Source: an optimization exercise on an open RTL-to-GDS flow (aim: a short achievable clock period and few clock cycles). Production flows keep margins and buffers that such runs may drop. The RTL of this run was laid out without a check of its function.

$ cat flow/config.mk
export PLATFORM = sky130hd
export DESIGN_NAME = pxc_decoder
export DESIGN_NICKNAME = pxc_decoder
export VERILOG_FILES = /design/flow/design.v
export SDC_FILE = /design/flow/constraint.sdc
export NUM_CORES = 4
export LEC_CHECK = 0
export CAP_MARGIN = 20
export CORE_MARGIN = 2
export CORE_UTILIZATION = 40
export SLEW_MARGIN = 20
$ cat flow/constraint.sdc
create_clock -name core_clock -period 6.5 [get_ports {clk}]
set_input_delay 1.3000 -clock core_clock [delete_from_list [all_inputs] [get_ports {clk}]]
set_output_delay 1.3000 -clock core_clock [all_outputs]
set_load 0.01 [all_outputs]
$ cat flow/design.v
module pxc_decoder (
    input             clk,
    input             rst,
    input             start,
    input      [3:0]  op,
    input      [4:0]  fmt,
    input      [10:0] width,
    input      [10:0] height,
    input      [23:0] in_len,
    output            busy,
    output reg        done,
    output reg [2:0]  sel_codec,
    output reg        sel_ov,
    output reg        sel_lr,
    output reg [1:0]  err,
    output reg [10:0] err_info,
    output reg        w_rsvd,
    output reg        w_dim,
    output reg        w_fmt,
    output reg        w_trunc,
    output reg        w_fallback,
    output reg [31:0] hdr,
    output            in_re,
    output     [21:0] in_addr,
    input      [31:0] in_rdata,
    output            pal_re,
    output     [7:0]  pal_raddr,
    input      [31:0] pal_rdata,
    output reg        pal_we,
    output reg [7:0]  pal_waddr,
    output reg [31:0] pal_wdata,
    output reg        out_we,
    output reg [21:0] out_addr,
    output reg [31:0] out_data
);
    localparam ERR_NONE    = 2'd0;
    localparam ERR_TRUNC   = 2'd1;
    localparam ERR_ILLEGAL = 2'd2;
    localparam C_NONE = 3'd0, C_I1 = 3'd1, C_I2 = 3'd2, C_I4 = 3'd3, C_I8 = 3'd4,
               C_565  = 3'd5, C_888 = 3'd6, C_8888 = 3'd7;
    localparam S_IDLE = 3'd0;    
    localparam S_DEC  = 3'd1;    
    localparam S_HDR  = 3'd2;    
    localparam S_WAIT = 3'd3;    
    localparam S_RES  = 3'd4;    
    localparam S_INIT = 3'd5;    
    localparam S_PAL  = 3'd6;    
    localparam S_PIX  = 3'd7;    
    reg [2:0]  state;
    reg        busy_r;
    reg [2:0]  wcnt;
    reg [3:0]  op_r;
    reg [4:0]  fmt_r;
    reg [10:0] w_r, h_r;
    reg [23:0] len_r;
    reg [31:0] hdr_new;
    assign busy = busy_r;
    reg [13:0] mp0, mp1, mp2;
    reg [12:0] mp3;
    reg [16:0] ms0;
    reg [15:0] ms1;
    reg [21:0] n_r;
    always @(posedge clk) begin
        mp0 <= ({3'd0, w_r} & {14{h_r[0]}}) + ({2'd0, w_r, 1'b0} & {14{h_r[1]}}) +
               ({1'b0, w_r, 2'b0} & {14{h_r[2]}});
        mp1 <= ({3'd0, w_r} & {14{h_r[3]}}) + ({2'd0, w_r, 1'b0} & {14{h_r[4]}}) +
               ({1'b0, w_r, 2'b0} & {14{h_r[5]}});
        mp2 <= ({3'd0, w_r} & {14{h_r[6]}}) + ({2'd0, w_r, 1'b0} & {14{h_r[7]}}) +
               ({1'b0, w_r, 2'b0} & {14{h_r[8]}});
        mp3 <= ({2'd0, w_r} & {13{h_r[9]}}) + ({1'b0, w_r, 1'b0} & {13{h_r[10]}});
        ms0 <= {3'd0, mp0} + {mp1, 3'd0};
        ms1 <= {3'd0, mp2} + {mp3, 3'd0};
        n_r <= {5'd0, ms0} + {ms1, 6'd0};
    end
    reg  [23:0] pl_r;
    always @(posedge clk)
        pl_r <= (op_r == 4'd10) ? len_r - 24'd4 : len_r;
    function automatic sum_eq;
        input [24:0] a, b, k;
        reg   [24:0] c;
        begin
            c = {(a[23:0] & b[23:0]) | ((a[23:0] ^ b[23:0]) & ~k[23:0]), 1'b0};
            sum_eq = ((a ^ b ^ k) == c);
        end
    endfunction
    reg        eq2, eq3, eq4, n_zero, n_one;
    reg [21:0] nm1;
    always @(posedge clk) begin
        eq2    <= ({1'b0, pl_r} == {2'b00, n_r, 1'b0});
        eq4    <= ({1'b0, pl_r} == {1'b0, n_r, 2'b00});
        eq3    <= sum_eq({3'd0, n_r}, {2'd0, n_r, 1'b0}, {1'b0, pl_r});
        n_zero <= (n_r == 22'd0);
        n_one  <= (n_r == 22'd1);
        nm1    <= n_r - 22'd1;
    end
    reg [24:0] d_ix0, d_ix2, d_ix4, d_ix16, d_ix256, d_565, d_888, d_8888;
    reg        lt_2, lt_4, lt_16, lt_256;
    always @(posedge clk) begin
        d_ix0   <= {1'b0, pl_r} - 25'd1;
        d_ix2   <= {1'b0, pl_r} - 25'd9;
        d_ix4   <= {1'b0, pl_r} - 25'd17;
        d_ix16  <= {1'b0, pl_r} - 25'd65;
        d_ix256 <= {1'b0, pl_r} - 25'd1025;
        d_565   <= {1'b0, pl_r} - 25'd2;
        d_888   <= {1'b0, pl_r} - 25'd3;
        d_8888  <= {1'b0, pl_r} - 25'd4;
        lt_2    <= (pl_r < 24'd8);
        lt_4    <= (pl_r < 24'd16);
        lt_16   <= (pl_r < 24'd64);
        lt_256  <= (pl_r < 24'd1024);
    end
    wire       fmt_indexed = (fmt_r >= 5'd7) && (fmt_r <= 5'd10);
    reg  [2:0] r_codec;
    reg        r_ov, r_lr, r_fb;
    always @(*) begin
        r_codec = C_565;
        r_ov    = 1'b0;
        r_lr    = 1'b0;
        r_fb    = 1'b0;
        if (op_r == 4'd0) begin
            if (eq2)      r_codec = C_565;
            else if (eq3) r_codec = C_888;
            else begin    r_codec = C_565; r_fb = 1'b1; end
        end else if (op_r <= 4'd7) begin
            r_codec = op_r[2:0];
        end else if (eq2) begin
            r_codec = C_565;
            r_ov    = (fmt_r != 5'd4);
        end else if (eq4) begin
            r_codec = C_8888;
            r_ov    = (fmt_r != 5'd5);
        end else if (fmt_indexed) begin
            r_codec = fmt_r[2:0] - 3'd6;           
        end else if (fmt_r == 5'd4) begin
            if (eq3) r_codec = C_888;
            else begin r_codec = C_565; r_fb = 1'b1; end
        end else if (fmt_r == 5'd5) begin
            r_codec = C_8888;
        end else begin
            r_codec = C_565;
            r_lr    = 1'b1;
            r_fb    = 1'b1;
        end
    end
    reg [2:0]  cod;
    reg        c_ov, c_lr, c_fb;
    wire       cod_ix   = (cod != C_565) && (cod != C_888) && (cod != C_8888);
    wire       pal_need = (op_r[3] && (op_r[1] || op_r[0])) && cod_ix;    
    reg  [5:0]  st_bpp;
    reg  [10:0] st_pbytes;     
    reg         st_lt;         
    reg  [24:0] st_d;          
    reg  [2:0]  st_dlo;
    reg  [10:0] st_pbase;      
    reg  [7:0]  st_kmax;
    always @(*) begin
        case (cod)
            C_I1:    begin st_bpp = 6'd1;  st_pbytes = 11'd8;    st_lt = lt_2;   st_kmax = 8'd1;   end
            C_I2:    begin st_bpp = 6'd2;  st_pbytes = 11'd16;   st_lt = lt_4;   st_kmax = 8'd3;   end
            C_I4:    begin st_bpp = 6'd4;  st_pbytes = 11'd64;   st_lt = lt_16;  st_kmax = 8'd15;  end
            C_I8:    begin st_bpp = 6'd8;  st_pbytes = 11'd1024; st_lt = lt_256; st_kmax = 8'd255; end
            C_565:   begin st_bpp = 6'd16; st_pbytes = 11'd0;    st_lt = 1'b0;   st_kmax = 8'd0;   end
            C_888:   begin st_bpp = 6'd24; st_pbytes = 11'd0;    st_lt = 1'b0;   st_kmax = 8'd0;   end
            default: begin st_bpp = 6'd32; st_pbytes = 11'd0;    st_lt = 1'b0;   st_kmax = 8'd0;   end
        endcase
        st_dlo = 3'b111;
        if (!cod_ix) begin
            st_dlo = 3'b000;
            case (cod)
                C_565:   st_d = d_565;
                C_888:   st_d = d_888;
                default: st_d = d_8888;
            endcase
        end else if (!pal_need) begin
            st_d = d_ix0;
        end else begin
            case (cod)
                C_I1:    st_d = d_ix2;
                C_I2:    st_d = d_ix4;
                C_I4:    st_d = d_ix16;
                default: st_d = d_ix256;
            endcase
        end
        st_pbase = {10'd0, op_r == 4'd10} << 2;
        if (pal_need)     st_pbase = st_pbase + st_pbytes;
        else if (!cod_ix) st_pbase = st_pbase + {8'd0, st_bpp[5:3]} - 11'd1;
    end
    reg [26:0] g_p;         
    reg [29:0] g_rem;       
    reg [21:0] g_left;      
    reg        g_last;      
    reg [5:0]  g_step;
    reg [7:0]  g_j;         
    reg [7:0]  g_kmax;
    reg [8:0]  g_pa;        
    reg        g_nz;        
    reg        g_ix;        
    reg        g_565, g_888;
    reg        in_re_r;
    reg [21:0] in_addr_r;
    reg        a_v, a_pal, a_last, a_pres;
    reg [4:0]  a_off;
    reg [7:0]  a_j;
    reg        b_v, b_pal, b_last, b_pres;
    reg [4:0]  b_off;
    reg [7:0]  b_j;
    reg        c_v, c_pal, c_last, c_pres;
    reg [4:0]  c_off;
    reg [31:0] cur, prev;
    reg        d_v, d_pal, d_last, d_pres;
    reg [31:0] d_win;
    reg        pal_re_r;
    reg [7:0]  pal_raddr_r;
    reg        e_v, e_pal, e_last;
    reg [31:0] e_pix;
    reg [21:0] ocnt;
    assign in_re     = in_re_r;
    assign in_addr   = in_addr_r;
    assign pal_re    = pal_re_r;
    assign pal_raddr = pal_raddr_r;
    wire g_pres = ~g_rem[29];
    always @(posedge clk) begin
        if (rst) begin
            state      <= S_IDLE;
            busy_r     <= 1'b0;
            done       <= 1'b0;
            sel_codec  <= C_NONE;
            sel_ov     <= 1'b0;
            sel_lr     <= 1'b0;
            err        <= ERR_NONE;
            err_info   <= 11'd0;
            w_rsvd     <= 1'b0;
            w_dim      <= 1'b0;
            w_fmt      <= 1'b0;
            w_trunc    <= 1'b0;
            w_fallback <= 1'b0;
            hdr        <= 32'd0;
            in_re_r    <= 1'b0;
            a_v        <= 1'b0;
            b_v        <= 1'b0;
            c_v        <= 1'b0;
            d_v        <= 1'b0;
            e_v        <= 1'b0;
            pal_re_r   <= 1'b0;
            pal_we     <= 1'b0;
            out_we     <= 1'b0;
        end else begin
            done    <= 1'b0;
            in_re_r <= 1'b0;
            a_v     <= 1'b0;
            case (state)
                S_IDLE: begin
                    if (!busy_r && start) begin
                        busy_r  <= 1'b1;
                        state   <= S_DEC;
                        in_re_r <= (op == 4'd10);      
                    end
                end
                S_DEC: begin
                    sel_codec  <= C_NONE;
                    sel_ov     <= 1'b0;
                    sel_lr     <= 1'b0;
                    err        <= ERR_NONE;
                    err_info   <= 11'd0;
                    w_rsvd     <= 1'b0;
                    w_dim      <= 1'b0;
                    w_fmt      <= 1'b0;
                    w_trunc    <= 1'b0;
                    w_fallback <= 1'b0;
                    wcnt       <= 3'd2;
                    if (op_r > 4'd10) begin
                        err      <= ERR_ILLEGAL;
                        err_info <= {7'd0, op_r};
                        done     <= 1'b1;
                        busy_r   <= 1'b0;
                        state    <= S_IDLE;
                    end else if (op_r == 4'd10) begin
                        if (len_r < 24'd4) begin
                            err      <= ERR_TRUNC;
                            err_info <= 11'd4;
                            done     <= 1'b1;
                            busy_r   <= 1'b0;
                            state    <= S_IDLE;
                        end else begin
                            state <= S_HDR;
                        end
                    end else begin
                        state <= S_WAIT;
                    end
                end
                S_HDR: begin
                    w_rsvd <= (in_rdata[7:5] != 3'd0);
                    w_dim  <= (in_rdata[20:10] == 11'd0) || (in_rdata[31:21] == 11'd0);
                    w_fmt  <= (in_rdata[4:0] >= 5'd11);
                    wcnt   <= 3'd3;
                    state  <= S_WAIT;
                end
                S_WAIT: begin
                    wcnt <= wcnt - 3'd1;
                    if (wcnt == 3'd0) state <= S_RES;
                end
                S_RES: begin
                    cod   <= r_codec;
                    c_ov  <= r_ov;
                    c_lr  <= r_lr;
                    c_fb  <= r_fb;
                    state <= S_INIT;
                end
                S_INIT: begin
                    sel_codec  <= cod;
                    sel_ov     <= c_ov;
                    sel_lr     <= c_lr;
                    w_fallback <= c_fb;
                    g_p      <= {13'd0, st_pbase, 3'b000};
                    g_rem    <= {{2{st_d[24]}}, st_d, st_dlo};
                    g_left   <= nm1;
                    g_last   <= n_one;
                    g_step   <= st_bpp;
                    g_j      <= 8'd0;
                    g_kmax   <= st_kmax;
                    g_pa     <= {8'd0, op_r == 4'd10};
                    g_nz     <= !n_zero;
                    g_ix     <= cod_ix;
                    g_565    <= (cod == C_565);
                    g_888    <= (cod == C_888);
                    ocnt     <= 22'd0;
                    if (op_r == 4'd8) begin
                        done   <= 1'b1;
                        busy_r <= 1'b0;
                        state  <= S_IDLE;
                    end else if (pal_need && st_lt) begin
                        err       <= ERR_TRUNC;
                        err_info  <= st_pbytes;
                        sel_codec <= C_NONE;
                        done      <= 1'b1;
                        busy_r    <= 1'b0;
                        state     <= S_IDLE;
                    end else begin
                        if (op_r == 4'd10) hdr <= hdr_new;
                        if (pal_need) begin
                            state <= S_PAL;
                        end else if (!n_zero) begin
                            state <= S_PIX;
                        end else begin
                            done   <= 1'b1;
                            busy_r <= 1'b0;
                            state  <= S_IDLE;
                        end
                    end
                end
                S_PAL: begin
                    in_re_r <= 1'b1;
                    a_v     <= 1'b1;
                    a_pal   <= 1'b1;
                    a_last  <= (g_j == g_kmax) && !g_nz;
                    a_j     <= g_j;
                    g_j     <= g_j + 8'd1;
                    g_pa    <= g_pa + 9'd1;
                    if (g_j == g_kmax) state <= g_nz ? S_PIX : S_IDLE;
                end
                S_PIX: begin
                    in_re_r <= g_pres;
                    a_v     <= 1'b1;
                    a_pal   <= 1'b0;
                    a_last  <= g_last;
                    a_pres  <= g_pres;
                    a_off   <= g_p[4:0];
                    if (!g_pres) w_trunc <= 1'b1;
                    g_p     <= g_p + {21'd0, g_step};
                    g_rem   <= g_rem - {24'd0, g_step};
                    g_left  <= g_left - 22'd1;
                    g_last  <= (g_left == 22'd1);
                    if (g_last) state <= S_IDLE;
                end
                default: state <= S_IDLE;
            endcase
            b_v      <= a_v;
            c_v      <= b_v;
            pal_we   <= b_v && b_pal;
            d_v      <= c_v;
            pal_re_r <= c_v && !c_pal && g_ix;
            e_v      <= d_v;
            out_we <= e_v && !e_pal;
            if (e_v && !e_pal) ocnt <= ocnt + 22'd1;
            if (e_v && e_last) begin
                done   <= 1'b1;
                busy_r <= 1'b0;
            end
        end
        if (!busy_r) begin
            op_r  <= op;
            fmt_r <= fmt;
            w_r   <= width;
            h_r   <= height;
            len_r <= in_len;
        end else if (state == S_HDR) begin
            hdr_new <= in_rdata;
            fmt_r   <= in_rdata[4:0];
            w_r     <= in_rdata[20:10];
            h_r     <= in_rdata[31:21];
        end
        if (state == S_PAL)      in_addr_r <= {13'd0, g_pa};
        else if (!busy_r)        in_addr_r <= 22'd0;
        else                     in_addr_r <= g_p[26:5];
        b_pal     <= a_pal;
        b_last    <= a_last;
        b_pres    <= a_pres;
        b_off     <= a_off;
        b_j       <= a_j;
        c_pal     <= b_pal;
        c_last    <= b_last;
        c_pres    <= b_pres;
        c_off     <= b_off;
        cur       <= in_rdata;
        prev      <= cur;
        pal_waddr <= b_j;
        pal_wdata <= {in_rdata[31:24], in_rdata[7:0], in_rdata[15:8], in_rdata[23:16]};
        d_pal       <= c_pal;
        d_last      <= c_last;
        d_pres      <= c_pres;
        pal_raddr_r <= c_pres ? idx : 8'd0;
        d_win       <= win;
        e_pal  <= d_pal;
        e_last <= d_last;
        if (!d_pres)    e_pix <= 32'd0;
        else if (g_565) e_pix <= {8'hFF, d_win[4:0], d_win[4:2], d_win[10:5], d_win[10:9],
                                  d_win[15:11], d_win[15:13]};
        else if (g_888) e_pix <= {8'hFF, d_win[23:0]};
        else            e_pix <= d_win;
        out_addr <= ocnt;
        out_data <= g_ix ? pal_rdata : e_pix;
    end
    reg [7:0] ibyte;
    reg [7:0] idx;
    always @(*) begin
        case (c_off[4:3])
            2'd0:    ibyte = cur[7:0];
            2'd1:    ibyte = cur[15:8];
            2'd2:    ibyte = cur[23:16];
            default: ibyte = cur[31:24];
        endcase
        case (g_step[3:0])
            4'd1:    idx = {7'd0, ibyte[3'd7 - c_off[2:0]]};
            4'd2:    case (c_off[2:1])
                         2'd0:    idx = {6'd0, ibyte[7:6]};
                         2'd1:    idx = {6'd0, ibyte[5:4]};
                         2'd2:    idx = {6'd0, ibyte[3:2]};
                         default: idx = {6'd0, ibyte[1:0]};
                     endcase
            4'd4:    idx = c_off[2] ? {4'd0, ibyte[3:0]} : {4'd0, ibyte[7:4]};
            default: idx = ibyte;
        endcase
    end
    reg [31:0] win;
    always @(*) begin
        if (g_565)
            win = c_off[4] ? {16'd0, cur[31:16]} : {16'd0, cur[15:0]};
        else if (g_888)
            case (c_off[4:3])
                2'd0:    win = {8'd0, cur[7:0], prev[31:16]};
                2'd1:    win = {8'd0, cur[15:0], prev[31:24]};
                2'd2:    win = {8'd0, cur[23:0]};
                default: win = {8'd0, cur[31:8]};
            endcase
        else
            win = cur;
    end
endmodule
$ cat flow/run.sh
#!/bin/bash
# synth_recipe.tcl (not shown) runs the flow's synth.tcl, then flattens the netlist and writes it again
# the make line also repeats each setting of config.mk as NAME=value (left out here)
make -C /OpenROAD-flow-scripts/flow DESIGN_CONFIG=/design/flow/config.mk WORK_HOME=/design/flow/orfs CLKGATE_MAP_FILE= SYNTH_SCRIPT=/design/flow/synth_recipe.tcl finish
==> run summary <==
[cell type report]
cell class | instances | area, sq um
Fill cell | 9022 | 51100
Sequential cell | 883 | 20100
Multi-Input combinational cell | 2507 | 18000
Timing Repair Buffer | 342 | 3320
Clock buffer | 127 | 2700
Tap cell | 1287 | 1610
Inverter | 174 | 653
Clock inverter | 51 | 526
Antenna cell | 3 | 7.51
[report_power, final]
part	total [mW]	internal [mW]	switching, mW
logic	6.60	2.96	3.64
clock network	5.49	3.16	2.32
registers	8.00	6.92	1.08
total	20.1	13.0	7.05
[cell usage in the layout, fill, tap and decap left out, types with 36 or more instances in the layout]
cell / synthesis / final
dfxtp_1: 638 / 636
nand2_1: 333 / 333
xnor2_1: 314 / 314
clkdlybuf4s50_1: 0 / 301
nor2_1: 265 / 264
edfxtp_1: 245 / 245
inv_1: 157 / 157
ha_1: 140 / 140
o21ai_0: 132 / 131
a21oi_1: 118 / 117
xor2_1: 104 / 104
mux2_2: 102 / 102
clkbuf_16: 0 / 99
nand3_1: 92 / 92
mux2i_1: 79 / 79
and2_1: 77 / 77
nor3_1: 66 / 63
o22ai_1: 59 / 59
fa_1: 58 / 58
nor4_1: 51 / 47
nor2b_1: 46 / 46
and3_1: 41 / 41
buf_4: 7 / 40
nand2b_1: 36 / 36
[critical path: cells and delay by family, from the launching register on]
kind | cells | cell delay (ps)
and+or+nand+nor | 3 | 540
xor gates and xnor gates | 1 | 140
DFF | 1 | 390
adders and majority gates | 2 | 760
buffers and inverters | 2 | 720
AOI/OAI and AO/OA | 3 | 620
[per-layer routing]
layer	global-route usage	vias to the layer above	wire length, um	share of wire
met5	0	-	33	0.00031
met4	0.0671	4	3180	0.030
met3	0.0359	179	6690	0.063
met2	0.327	795	48000	0.45
met1	0.294	13500	49000	0.46
li1	-	13500	-	-
[registers in the layout, summed over array words and instances (netlist names), 27 cells and up]
signal / cells
d_win: 32
cur: 31
g_p: 27
g_rem: 30
out_data: 32
hdr: 32
hdr_new: 32
e_pix: 32
[cell families after synthesis]
kind of cell             Yosys count
AO/OA/AOI/OAI                    559
XOR/XNOR                         418
adder cells (fa/ha/maj)          198
buffers and inverters            349
flip-flops                       883
multiplexers                     193
other                              1
AND/OR/NAND/NOR                 1135
[stage by stage]
| stage | cell area, sq um | utilization | hold WS (ps) |
|---|---|---|---|
| 4_1_cts | 46900 | 0.478 | 312 |
| 2_1_floorplan | 39400 | - | 310 |
| 5_1_grt | 46900 | 0.479 | 318 |
| 3_3_place_gp | 43700 | 0.446 | 312 |
| 3_5_place_dp | 43700 | 0.446 | 312 |
| 6_report | 46900 | 0.479 | 310 |
[how the worst max path moves through the flow]
stage                            end  slack, ps
6_report            g_p[6]$_DFFE_PP_       3060
3_5_place_dp    g_j[7]$_SDFFCE_PN0P_       2600
4_1_cts             g_p[6]$_DFFE_PP_       3020
3_3_place_gp   g_pa[8]$_SDFFCE_PN0P_       2780
2_1_floorplan   hdr_new[0]$_DFFE_PP_       2410
5_1_grt            g_p[13]$_DFFE_PP_       2820
==> impl_metrics.tcl <==
set metrics [dict create \
    grt.total_usage 0.209 \
    vias_per_cell 5.21 \
    arrival_ps 3850 \
    hold_start "ms0[0]$_DFF_P_" \
    r2r-end "g_p[6]$_DFFE_PP_" \
    die_y_um 318 \
    worst_pin_slew_ps 1010 \
    grt-ovfl-total 0 \
    dp_slack_ps 2600 \
    cpMaxStageDelayCell "inv_2" \
    grt_pass1_wl_um 165000 \
    rr_startpoint "cod[0]$_DFFE_PP_" \
    outcome "timing/DRC/antenna clean" \
    cts-root-buf "clkbuf_16" \
    num_io_pins 307 \
    cts_tree "yes" \
    yosys.area_share.simple 0.142 \
    synth_compound_area_frac 0.0893 \
    slew_headroom 0.326 \
    yosysWarnings 1 \
    rows 115 \
    async_flop_share 0 \
    place_congestion 0.882 \
    syn_area_sq_mm 0.0394 \
    crit_top_cell "o21ai_0" \
    clock_latency_ps 690 \
    grt_pass1_vias 27400 \
    synth_edf_count 245 \
    netlist.top_cell.by_area "dfxtp_1" \
    clkSlewWorstSetupHoldPaths_ps 60 \
    cp_cell_sequence "inv_2 -> nor2_1 -> o21ai_0 -> inv_1 -> or2_2 -> ha_1 -> fa_1 -> xor2_1 -> o21ai_0 -> nand2_1 -> o21ai_0" \
    worstHoldPathType "flop to flop" \
    hpwl_um 78200 \
    period_needed_ps 3440 \
    cts_made_buffers 94 \
    synth_xor_area_frac 0.0930 \
    tns_ps 0 \
    cts-resized-gates 0 \
    criticalPathCategory "flop to flop" \
    rrSetupSlack_ps 3060 \
    drt_pre_antenna_iters 6 \
    instances_no_fill 5374 \
    wl_per_cell_um 19.9 \
    critical_path.startpoint "cod[0]$_DFFE_PP_" \
    hold_viol_final 0 \
    ctsHoldBuffers 0 \
    maxCapViolCount 0 \
    core_area_sq_mm 0.0980 \
    ys_seq_area_frac 0.511 \
    power.density_mw_per_mm2 428 \
    worst-r2r-cell-count 11 \
    synth_top_area_frac 0.324 \
    htree_levels 3 \
    max-vdd-ir-drop_mv 0.396 \
    cts_max_path_buffers 3 \
    synthMuxAreaShare 0.0561 \
    finish.net_count 4322 \
    synth_adder_area_share 0.0740 \
    synth_flop_cell "dfxtp_1" \
    areaGrowthSynthToFinish_pct 19.1 \
    p_leak_nw 17.9 \
    fin_ws_ps 3060 \
    ant_nets 0 \
    synth_most_common_cell "dfxtp_1" \
    drive_gt1_frac 0.0894 \
    synthTopCellsByCount "dfxtp_1 (638), nand2_1 (333), xnor2_1 (314)" \
    die_area_sq_mm 0.101 \
    drcViolationCount 0 \
    cp_max_fo 37 \
    cp-end-kind "flop" \
    syn_inst 3736 \
    postSynthAreaPerCell_sq_um 10.5 \
    first_iter_violations 2266 \
    synth_top_family_by_area "simple AND/OR/NAND/NOR gates" \
    slowest_delay_ps 580 \
    postCtsSetupRepairBufs 0 \
    slew_viol_final 0 \
    required_ps 6910 \
    synth-seq-cells 883 \
    ys_types 87 \
    start_util 0.402 \
    wirelength_um 107000 \
    antenna_found_initial 8 \
    dp.cells 5193 \
    grt_setup_unrepaired "no" \
    vias 28000 \
    grt_max_degree 70 \
    cts.sinks 883 \
    finalSetupViolations 0 \
    die_w_um 318 \
    worstHoldEndpoint "n_r[0]$_DFF_P_" \
    hold_depth 0 \
    fmaxAchievable_mhz 291 \
    io_buffers 302 \
    min_period_over_period 0.529 \
    p_total_mw 20.1 \
    startpoint_type "flop" \
    skew_ps 38.3 \
    synth.area.top_cells "dfxtp_1 (32%), edfxtp_1 (19%), xnor2_1 (7.0%)" \
]

what the ideal ports hide:
In the flow no input, the clock included, has a driving cell. The finished layout below was timed again as built, in two steps. Step 1 assumes that a clkbuf_16 drives the clock port and a buf_2 every other input. Step 2 moves the port delays by t, midway between the first and last clock arrival at a register: inputs arrive t later, outputs are due t later. That takes back most of the time a late clock gives input paths. Slacks: ideal / step 1 / step 2; pairs: ideal / step 1.
t (ns): 0.732
setup slack, ns: 3.062 / 3.062 / 2.900
worst setup path after step 2: input to register
slew at the worst register clock pin (ns): 0.07 / 0.07
worst data-port slew with drivers (ns): 0.11
After both steps this run still meets setup and hold. The setup slack of this run moves by 0.000 ns with the drivers and by -0.162 ns with both steps.
